From an optimization exercise on the open Yosys and OpenROAD flow, aimed at small area; shortcuts taken in it are not production practice. In this exercise RTL edits were held to simulation tests only and were not proved equivalent to the original. Power figures rest on the tool's default switching activity, not on a simulated workload.

File: design/flow/run.sh
#!/bin/bash
# synth_recipe.tcl (not shown) runs the flow's synth.tcl, then flattens the netlist and writes it again
# the make line also repeats each setting of config.mk as NAME=value (left out here)
make -C /OpenROAD-flow-scripts/flow DESIGN_CONFIG=/design/flow/config.mk WORK_HOME=/design/flow/orfs CLKGATE_MAP_FILE= SYNTH_SCRIPT=/design/flow/synth_recipe.tcl finish
File: design/flow/config.mk
export PLATFORM = sky130hd
export DESIGN_NAME = mmu_hostport
export DESIGN_NICKNAME = mmu_hostport
export VERILOG_FILES = /design/flow/design.v
export SDC_FILE = /design/flow/constraint.sdc
export NUM_CORES = 4
export LEC_CHECK = 0
export CAP_MARGIN = 20
export CORE_MARGIN = 2
export CORE_UTILIZATION = 40
export SLEW_MARGIN = 20
File: design/flow/constraint.sdc
create_clock -name core_clock -period 10.0 [get_ports {clk}]
set_input_delay 2.0000 -clock core_clock [delete_from_list [all_inputs] [get_ports {clk}]]
set_output_delay 2.0000 -clock core_clock [all_outputs]
set_load 0.01 [all_outputs]
File: design/flow/design.v
module mmu_hostport (
    input  wire       clk,
    input  wire       rst,
    input  wire       in_valid,
    input  wire [7:0] in_data,
    output wire       in_ready,
    output wire       out_valid,
    output wire [7:0] out_data,
    input  wire       out_ready
);
    localparam [119:0] DEFAULT_COMPAT = 120'h00001020A020280202B02300A60218;
    localparam [3:0] S_CLR    = 4'd0;
    localparam [3:0] S_IDLE   = 4'd1;
    localparam [3:0] S_ID     = 4'd2;
    localparam [3:0] S_ACC    = 4'd3;
    localparam [3:0] S_GETV   = 4'd4;
    localparam [3:0] S_HDR    = 4'd5;
    localparam [3:0] S_FRAME  = 4'd6;
    localparam [3:0] S_DEND   = 4'd7;
    localparam [3:0] S_ENC    = 4'd8;
    localparam [3:0] S_BSET   = 4'd9;
    localparam [3:0] S_HEXL   = 4'd10;
    localparam [3:0] S_HEX    = 4'd11;
    localparam [3:0] S_COMMIT = 4'd12;
    localparam [3:0] S_LSI    = 4'd13;
    localparam [3:0] S_LSR    = 4'd14;
    localparam [3:0] S_STREAM = 4'd15;
    reg [3:0]   st;
    reg [1:0]   mode;
    reg [4:0]   idx;
    reg [15:0]  rem;
    reg [6:0]   addr;
    reg         bad, kc, vbit, arm;
    reg [7:0]   obuf;
    reg         ov;
    reg [3:0]   p, q;
    reg         flash;
    reg [119:0] cr;     
    reg [119:0] hb;     
    reg [47:0]  ls;     
    wire [3:0] q1 = q + 4'd1;
    wire [7:0] chead, hhead;
    wire [2:0] lhead;
    genvar g;
    generate
        for (g = 0; g < 8; g = g + 1) begin : heads
            assign chead[g] = cr[15*g];
            assign hhead[g] = hb[15*g];
        end
        for (g = 0; g < 3; g = g + 1) begin : lheads
            assign lhead[g] = ls[16*g];
        end
    endgenerate
    reg [6:0] base;
    always @(*) begin
        case (in_data[3:0])
            4'd1:    base = 7'd126;
            4'd2:    base = 7'd12;
            4'd3:    base = 7'd25;
            4'd4:    base = 7'd37;
            4'd5:    base = 7'd48;
            4'd6:    base = 7'd58;
            4'd7:    base = 7'd67;
            4'd8:    base = 7'd75;
            4'd9:    base = 7'd82;
            4'd10:   base = 7'd88;
            4'd11:   base = 7'd93;
            4'd12:   base = 7'd97;
            4'd13:   base = 7'd100;
            4'd14:   base = 7'd102;
            4'd15:   base = 7'd103;
            default: base = 7'd0;
        endcase
    end
    wire [6:0] off = {2'b00, addr[4:0]} + base;
    reg       is_hex;
    reg [3:0] nib;
    always @(*) begin
        is_hex = 1'b1;
        nib    = in_data[3:0];
        if (in_data >= "0" && in_data <= "9")      nib = in_data[3:0];
        else if (in_data >= "A" && in_data <= "F") nib = in_data[3:0] + 4'd9;
        else if (in_data >= "a" && in_data <= "f") nib = in_data[3:0] + 4'd9;
        else                                       is_hex = 1'b0;
    end
    wire       is_flash = !kc && addr[6:5] == 2'd0;
    wire       aligned  = kc ? (p == addr[6:3]) : (is_flash || q1 == addr[3:0]);
    reg        rdval;
    always @(*) begin
        if (kc)                     rdval = chead[addr[2:0]];
        else if (addr[6:5] == 2'd1) rdval = lhead[0];
        else if (addr[6:5] == 2'd2) rdval = lhead[1];
        else if (addr[6:5] == 2'd3) rdval = lhead[2];
        else                        rdval = flash;
    end
    wire set_now = (st == S_ACC) && !bad && mode[0] && aligned;
    reg [1:0] ls_code;
    always @(*) begin
        case (lhead)
            3'b001:  ls_code = 2'd1;
            3'b010:  ls_code = 2'd2;
            3'b100:  ls_code = 2'd3;
            default: ls_code = 2'd0;
        endcase
    end
    wire [3:0] ip1    = idx[3:0] + 4'd1;
    wire       lsbyte = (st == S_FRAME) && !mode[0] && kc && !idx[4] && ip1[3:2] != 2'd0;
    wire       win    = q[3:2] == ip1[1:0];
    wire       lsbit  = in_data[{q[1:0], 1'b1}];
    wire [15:0] dec = rem - 16'd1;
    wire [3:0] sk      = idx[3:0] - 4'd4;
    wire       s_bits  = idx >= 5'd4 && idx <= 5'd18;
    wire       s_ready = !s_bits || p == sk;
    reg  [7:0] s_byte;
    always @(*) begin
        if (s_bits)                                s_byte = chead;
        else if (idx == 5'd1)                      s_byte = 8'h10;
        else if ((idx == 5'd2 || idx == 5'd3) && mode[0]) s_byte = 8'h83;
        else                                       s_byte = 8'h00;
    end
    wire can_load = !ov || out_ready;
    reg rdy;
    always @(*) begin
        case (st)
            S_IDLE:  rdy = !ov;
            S_ID, S_HDR, S_ENC, S_HEXL, S_LSI: rdy = 1'b1;
            S_FRAME: rdy = !lsbyte || (win && q[1:0] == 2'd3 && arm);
            S_BSET:  rdy = p == idx[3:0];
            S_HEX:   rdy = bad || p == dec[4:1];
            default: rdy = 1'b0;
        endcase
    end
    assign in_ready  = rdy;
    assign out_valid = ov;
    assign out_data  = obuf;
    wire acc = in_valid && rdy;
    reg [7:0] cw, cd;
    integer j;
    always @(*) begin
        for (j = 0; j < 8; j = j + 1) begin
            cw[j] = 1'b0;
            cd[j] = 1'b0;
            case (st)
                S_CLR: cw[j] = 1'b1;
                S_COMMIT: begin
                    cw[j] = 1'b1;
                    if (mode == 2'd2)      cd[j] = hhead[j];
                    else if (mode == 2'd1) cd[j] = DEFAULT_COMPAT[{p, 3'b000} + j];
                end
                S_BSET: begin
                    cw[j] = acc;
                    cd[j] = in_data[j];
                end
                default: begin
                    cw[j] = set_now && kc && addr[2:0] == j;
                    cd[j] = vbit;
                end
            endcase
        end
    end
    reg [2:0] lw;
    reg       ld;
    always @(*) begin
        for (j = 0; j < 3; j = j + 1)
            lw[j] = (st == S_CLR) ||
                    (set_now && !kc && addr[6:5] == j + 1) ||
                    (lsbyte && win && in_valid && ip1[3:2] == j + 1);
        ld = (st == S_CLR) ? 1'b0 : (st == S_ACC) ? vbit : lsbit;
    end
    wire       hw    = (st == S_HEX) && acc;
    wire       upper = !rem[0];
    integer i;
    always @(posedge clk) begin
        for (j = 0; j < 8; j = j + 1) begin
            for (i = 0; i < 14; i = i + 1) begin
                cr[15*j + i] <= cr[15*j + i + 1];
                hb[15*j + i] <= hb[15*j + i + 1];
            end
            cr[15*j + 14] <= cw[j] ? cd[j] : chead[j];
            hb[15*j + 14] <= (hw && (j >= 4) == upper) ? nib[j % 4] : hhead[j];
        end
        for (j = 0; j < 3; j = j + 1) begin
            for (i = 0; i < 15; i = i + 1)
                ls[16*j + i] <= ls[16*j + i + 1];
            ls[16*j + 15] <= lw[j] ? ld : lhead[j];
        end
    end
    always @(posedge clk) begin
        if (rst) begin
            st    <= S_CLR;
            idx   <= 5'd0;
            ov    <= 1'b0;
            p     <= 4'd0;
            q     <= 4'd0;
            flash <= 1'b0;
        end else begin
            p <= (p == 4'd14) ? 4'd0 : p + 4'd1;
            q <= q1;
            if (q[1:0] == 2'd0)
                arm <= lsbyte && win && in_valid;
            if (ov && out_ready)
                ov <= 1'b0;
            case (st)
                S_CLR: begin
                    idx <= idx + 5'd1;
                    if (idx == 5'd15)
                        st <= S_IDLE;
                end
                S_IDLE: if (acc) begin
                    idx  <= 5'd0;
                    mode <= 2'd0;
                    case (in_data)
                        8'h01: st <= S_ID;
                        8'h02: begin st <= S_ID; mode <= 2'd1; end
                        8'h03: st <= S_HDR;
                        8'h05: begin st <= S_HDR; mode <= 2'd1; idx <= 5'd1; end
                        8'h04: st <= S_ENC;
                        8'h10: st <= S_BSET;
                        8'h11: begin st <= S_STREAM; mode <= 2'd0; idx <= 5'd3; end
                        8'h12: st <= S_HEXL;
                        8'h13: begin st <= S_COMMIT; mode <= 2'd0; end
                        8'h14: begin st <= S_COMMIT; mode <= 2'd1; end
                        8'h20: st <= S_LSI;
                        default: begin obuf <= 8'h02; ov <= 1'b1; end
                    endcase
                end
                S_ID: if (acc) begin
                    idx <= idx + 5'd1;
                    case (idx[2:0])
                        3'd0: begin
                            kc  <= in_data == 8'd1;
                            bad <= !(in_data == 8'd1 || in_data == 8'd3);
                        end
                        3'd1: bad <= bad || in_data != 8'd0;
                        3'd2: begin
                            addr[4:0] <= in_data[4:0];
                            bad <= bad || in_data > 8'd16;
                        end
                        3'd3: begin
                            if (kc) begin
                                addr <= off;
                                bad  <= bad || in_data[7:4] != 4'd0 || in_data == 8'd0 ||
                                        in_data[4:0] >= addr[4:0];
                            end else begin
                                addr[6:5] <= in_data[1:0];
                                bad <= bad || in_data > 8'd3 ||
                                       ((in_data == 8'd0) != (addr[4:0] == 5'd0));
                            end
                            if (!mode[0]) st <= S_ACC;
                        end
                        3'd4: begin
                            vbit <= in_data[0];
                            bad  <= bad || in_data > 8'd1;
                        end
                        default: begin
                            bad <= bad || in_data != 8'd0;
                            st  <= S_ACC;
                        end
                    endcase
                end
                S_ACC: begin
                    if (bad) begin
                        obuf <= 8'h02; ov <= 1'b1; st <= S_IDLE;
                    end else if (!mode[0]) begin
                        obuf <= 8'h00; ov <= 1'b1; st <= S_GETV;
                    end else if (aligned) begin
                        if (is_flash) flash <= vbit;
                        obuf <= 8'h00; ov <= 1'b1; st <= S_IDLE;
                    end
                end
                S_GETV: if (aligned && can_load) begin
                    obuf <= {7'd0, rdval}; ov <= 1'b1; st <= S_IDLE;
                end
                S_HDR: if (acc) begin
                    idx <= idx + 5'd1;
                    case (idx[1:0])
                        2'd0: begin
                            bad <= !(in_data == 8'd0 || in_data == 8'd1 || in_data == 8'd3);
                            kc  <= in_data == 8'd0;
                        end
                        2'd1: rem[7:0] <= in_data;
                        default: begin
                            rem[15:8] <= in_data;
                            idx  <= 5'd0;
                            vbit <= 1'b0;
                            kc   <= kc && !bad && (in_data != 8'd0 || rem[7:4] != 4'd0);
                            st   <= S_FRAME;
                            if (mode[0]) begin
                                if (in_data == 8'd0 && rem[7:0] == 8'd0) begin
                                    obuf <= 8'h03; ov <= 1'b1; st <= S_IDLE;
                                end
                            end else begin
                                if (bad)
                                    obuf <= 8'h02;
                                else if (in_data == 8'd0 && rem[7:0] < 8'd3)
                                    obuf <= 8'h03;
                                else if (kc && in_data == 8'd0 && rem[7:4] == 4'd0)
                                    obuf <= 8'h04;
                                else
                                    obuf <= 8'h00;
                                if (in_data == 8'd0 && rem[7:0] == 8'd0) begin
                                    ov <= 1'b1; st <= S_IDLE;
                                end
                            end
                        end
                    endcase
                end
                S_FRAME: if (acc) begin
                    rem <= dec;
                    if (!idx[4]) idx <= idx + 5'd1;
                    if (mode[0] && idx == 5'd2) vbit <= in_data == 8'h03;
                    if (!mode[0] && kc && idx == 5'd15) flash <= in_data[7];
                    if (rem == 16'd1) st <= S_DEND;
                end
                S_DEND: begin
                    st <= S_IDLE;
                    ov <= 1'b1;
                    if (mode[0]) begin
                        if (idx < 5'd3)  obuf <= 8'h03;
                        else if (vbit) begin
                            ov <= 1'b0; idx <= 5'd0; st <= S_STREAM;
                        end else         obuf <= 8'h05;
                    end
                end
                S_ENC: if (acc) begin
                    if (in_data == 8'h83) begin
                        idx <= 5'd0; mode <= 2'd1; st <= S_STREAM;
                    end else begin
                        obuf <= 8'h02; ov <= 1'b1; st <= S_IDLE;
                    end
                end
                S_BSET: if (acc) begin
                    idx <= idx + 5'd1;
                    if (idx == 5'd14) begin
                        obuf <= 8'h00; ov <= 1'b1; st <= S_IDLE;
                    end
                end
                S_HEXL: if (acc) begin
                    rem <= {8'd0, in_data};
                    bad <= in_data != 8'd30;
                    st  <= S_HEX;
                    if (in_data == 8'd0) begin
                        obuf <= 8'h01; ov <= 1'b1; st <= S_IDLE;
                    end
                end
                S_HEX: if (acc) begin
                    rem <= dec;
                    bad <= bad || !is_hex;
                    if (rem == 16'd1) begin
                        if (bad || !is_hex) begin
                            obuf <= 8'h01; ov <= 1'b1; st <= S_IDLE;
                        end else begin
                            idx <= 5'd0; mode <= 2'd2; st <= S_COMMIT;
                        end
                    end
                end
                S_COMMIT: begin
                    idx <= idx + 5'd1;
                    if (idx == 5'd14) begin
                        obuf <= 8'h00; ov <= 1'b1; st <= S_IDLE;
                    end
                end
                S_LSI: if (acc) begin
                    addr[3:0] <= in_data[3:0];
                    obuf <= 8'h00; ov <= 1'b1; st <= S_LSR;
                    if (in_data == 8'd0 || in_data > 8'd16) begin
                        obuf <= 8'h02; st <= S_IDLE;
                    end
                end
                S_LSR: if (can_load && q1 == addr[3:0]) begin
                    obuf <= {6'd0, ls_code}; ov <= 1'b1; st <= S_IDLE;
                end
                S_STREAM: if (can_load && s_ready) begin
                    obuf <= s_byte; ov <= 1'b1;
                    idx  <= idx + 5'd1;
                    if (idx == (mode[0] ? 5'd23 : 5'd18))
                        st <= S_IDLE;
                end
                default: st <= S_IDLE;
            endcase
        end
    end
endmodule
==> summary.txt <==
Commonest non-fill, non-tap cell in the layout: dfxtp_1
Crit path DAT: 5.61 ns
Most frequent cells in the layout: 307 x dfxtp_1, 79 x nor2_1, 66 x nand2_1
Post-synth EDFFs: 37
Worst-path fanout max: 14
Mean Syn Cell Area: 10.95 um^2
Largest net degree at the start of global routing: 39
Max_cap viols: 0
Final period utilization: 0.5468
CP Capture Type: flip-flop
Initial antenna violation count: 1
Power Density: 273.7 nW/um^2
Worst rel slew slack: 0.3035
Sequential fraction of the synthesis area: 0.5952
Clk root buf: clkbuf_16
Vias in the first global route: 7942
Sequential cell area: 7257 um^2
I/O Buffers: 21
Die X: 178.6 um
Distinct cell type count after synthesis: 81
Routed WL: 30.22 mm
Routability Congestion: 0.9427
Clock skew: 0.01962 ns
Starting DRT DRC Count: 828
Fmax: 182.9 MHz
Hold_buf cts: 0
P&R area growth vs syn: 14.92%
Post-Syn Area: 12190 um^2
Post-DRT Antenna Nets: 0
Leak: 5.394 nW
Synth warnings: 1
Worst-path clk slew: 0.06 ns
Clk Latency, worst-skew pair: 0.53 ns
CTS buffer count: 36
Vias/cell: 5.485
Post-CTS Setup Inserts: 0
Cell count after synthesis: 1114
Fillers: 2753
Hold Path Class: reg -> reg
Die area: 31890 um^2
Cell taking the most area after synthesis: dfxtp_1
Setup_tns: 0 ns
Yosys reg bits: 344
DR vias: 8452
Synth Flop Type: dfxtp_1
Outcome: complete, no violations
H-tree lvl count: 2
Clock sinks: 344
Maximum VDD drop: 0.0001509 V
NumNets Final: 1175
FFs w/ async S/R, synth: 0
Synth Net Count: 1164
Drt pass-1 iters: 6
CP startpoint kind: primary input
Clock Tree Buf Depth: 3
GRT Resource Usage Total: 0.1932
Site Rows: 63
Layout cells sized above 1: 0.09991
RSZ-0062 raised after global routing: false
Final setup vio count: 0
Ant diodes: 0
Critical Path RT: 10.14 ns
Setup CP Type: in -> reg
Worst Max-Slew Pin Slew: 1.045 ns
DRC errors left: 0
Core box area: 29800 um^2
Final core occ: 0.4703
First-pass GRT wire length: 46.68 mm
Largest cells by area after synthesis: dfxtp_1 50%, edfxtp_1 9.1%, ha_1 3.8%
HPWL Detailed: 21.23 mm
Synth top area share: 0.5041
CTS tree: built
Vert. Die Dim: 178.6 um
Multi-input gate area: 4558 um^2
Wire per inst: 19.61 um
Grt ovf: 0
Fin crit period: 5.468 ns
Slew Limit Fails: 0
Cts repair resizes: 0
Initial Util: 0.4092
Final hold violation count: 0
I/O pin count: 22
==> stage by stage <==
stage	setup WS (ns)	instance area, um^2	hold slack [ns]	total power [mW]	instances
floorplan	5.272	12190	0.3096	2.255	1114
global placement	4.260	12760	0.3098	2.493	1477
detailed placement	4.056	12760	0.3121	2.497	1477
CTS	4.586	14010	0.3171	3.871	1541
global route	4.341	14010	0.3255	4.019	1541
finish	4.532	14010	0.3188	3.835	1541
==> worst max-delay path, cell delays in order <==
cell             delay, ns
clkdlybuf4s50_1       0.72
inv_1                 0.27
ha_1                  0.41
or3b_2                0.51
nor4_1                0.61
nor2_1                0.12
a21oi_1               0.18
nand4_1               0.13
nor2_1                0.65
==> kinds of logic (layout without fill, tap and decap cells) <==
group / count (synthesis) / after routing / synth area share
mux: 29 / 29 / 0.03007
compound gates: 246 / 246 / 0.1354
flops: 344 / 344 / 0.5952
simple gates: 305 / 305 / 0.1288
xor+xnor: 52 / 52 / 0.03961
buf+inv: 100 / 137 / 0.03140
fa+ha+maj: 38 / 38 / 0.03961
==> state kept, by name, summed over array words and instances (netlist names) <==
register	cells
addr	7
arm	1
bad	1
cr	120
flash	1
hb	120
idx	5
kc	1
ls	48
mode	2
obuf	8
ov	1
p	4
q	4
rem	16
st	4
vbit	1
==> layer usage <==
metal | vias up | routed length, um | track usage
met3 | 73 | 1953 | 0.03431
met4 | 2 | 1099 | 0.07690
met5 | - | 11 | 0
met2 | 266 | 13240 | 0.2965
li1 | 4013 | - | -
met1 | 4098 | 13910 | 0.2700
==> power breakdown <==
| part | internal, mW | switching (mW) | leakage [nW] | total [mW] |
|---|---|---|---|---|
| Sequential | 1.71 | 0.106 | 2.87 | 1.82 |
| Combinational | 0.256 | 0.406 | 1.91 | 0.662 |
| Clock | 0.809 | 0.546 | 0.615 | 1.36 |
==> final timing paths <==
check / from / to / slack (ns) / depth (start not counted)
setup / recovery: in_data[1] / obuf[7]$_DFFE_PP_ / 4.53 / 9
hold / removal: hb[25]$_DFF_P_ / hb[24]$_DFF_P_ / 0.32 / 0
setup reg to reg: idx[1]$_SDFFE_PP0P_ / obuf[7]$_DFFE_PP_ / 5.52 / 9
hold reg to reg: hb[25]$_DFF_P_ / hb[24]$_DFF_P_ / 0.32 / 0
==> cell usage after synthesis (7+ instances only) <==
master / n
or3_1: 8
o21ai_0: 54
nand4_1: 8
ha_1: 37
mux2_2: 21
edfxtp_1: 37
a21o_1: 9
o31ai_1: 13
clkbuf_1: 51
nand2_1: 66
nand2b_1: 11
dfxtp_1: 307
a31oi_1: 11
and3_1: 8
nand3_1: 30
inv_1: 37
nor2b_1: 15
xor2_1: 15
a21oi_1: 65
a211oi_1: 11
xnor2_1: 35
nor2_1: 79
nor3_1: 22
nor4_1: 13
or4_1: 7
==> final cells by class <==
cell class                      count  area share
Clock buffer                       45     0.07179
Clock inverter                     19     0.01750
Inverter                           38     0.01018
Multi-Input combinational cell    670      0.3253
Sequential cell                   344      0.5179
Tap cell                          390     0.03482
Timing Repair Buffer               35     0.02250

-- port drivers added, routing unchanged --
Ports are ideal in the flow. The routed layout listed here was re-timed in OpenROAD.
Step 1 (the two cells are an assumption about what drives the block):
set clk [get_ports {clk}]
set_driving_cell -lib_cell sky130_fd_sc_hd__clkbuf_16 $clk
set_driving_cell -lib_cell sky130_fd_sc_hd__buf_2 [delete_from_list [all_inputs] $clk]
Step 2 adds t to the input delays and takes it off the output delays; t is the mean of the earliest and latest rising clock arrival at the registers after step 1. Input paths then give back, and output paths get back, about the clock's delay inside the block.
Slacks: ideal ports / drivers / drivers and shift; pairs: ideal ports / drivers.
shift t [ns]: 0.566
setup slack, ns: 4.532 / 4.535 / 3.969
latest minus earliest clock arrival (ns): 0.020 / 0.020
After both steps this run still meets setup and hold. The setup slack of this run moves by +0.003 ns with the drivers and by -0.563 ns with both steps.
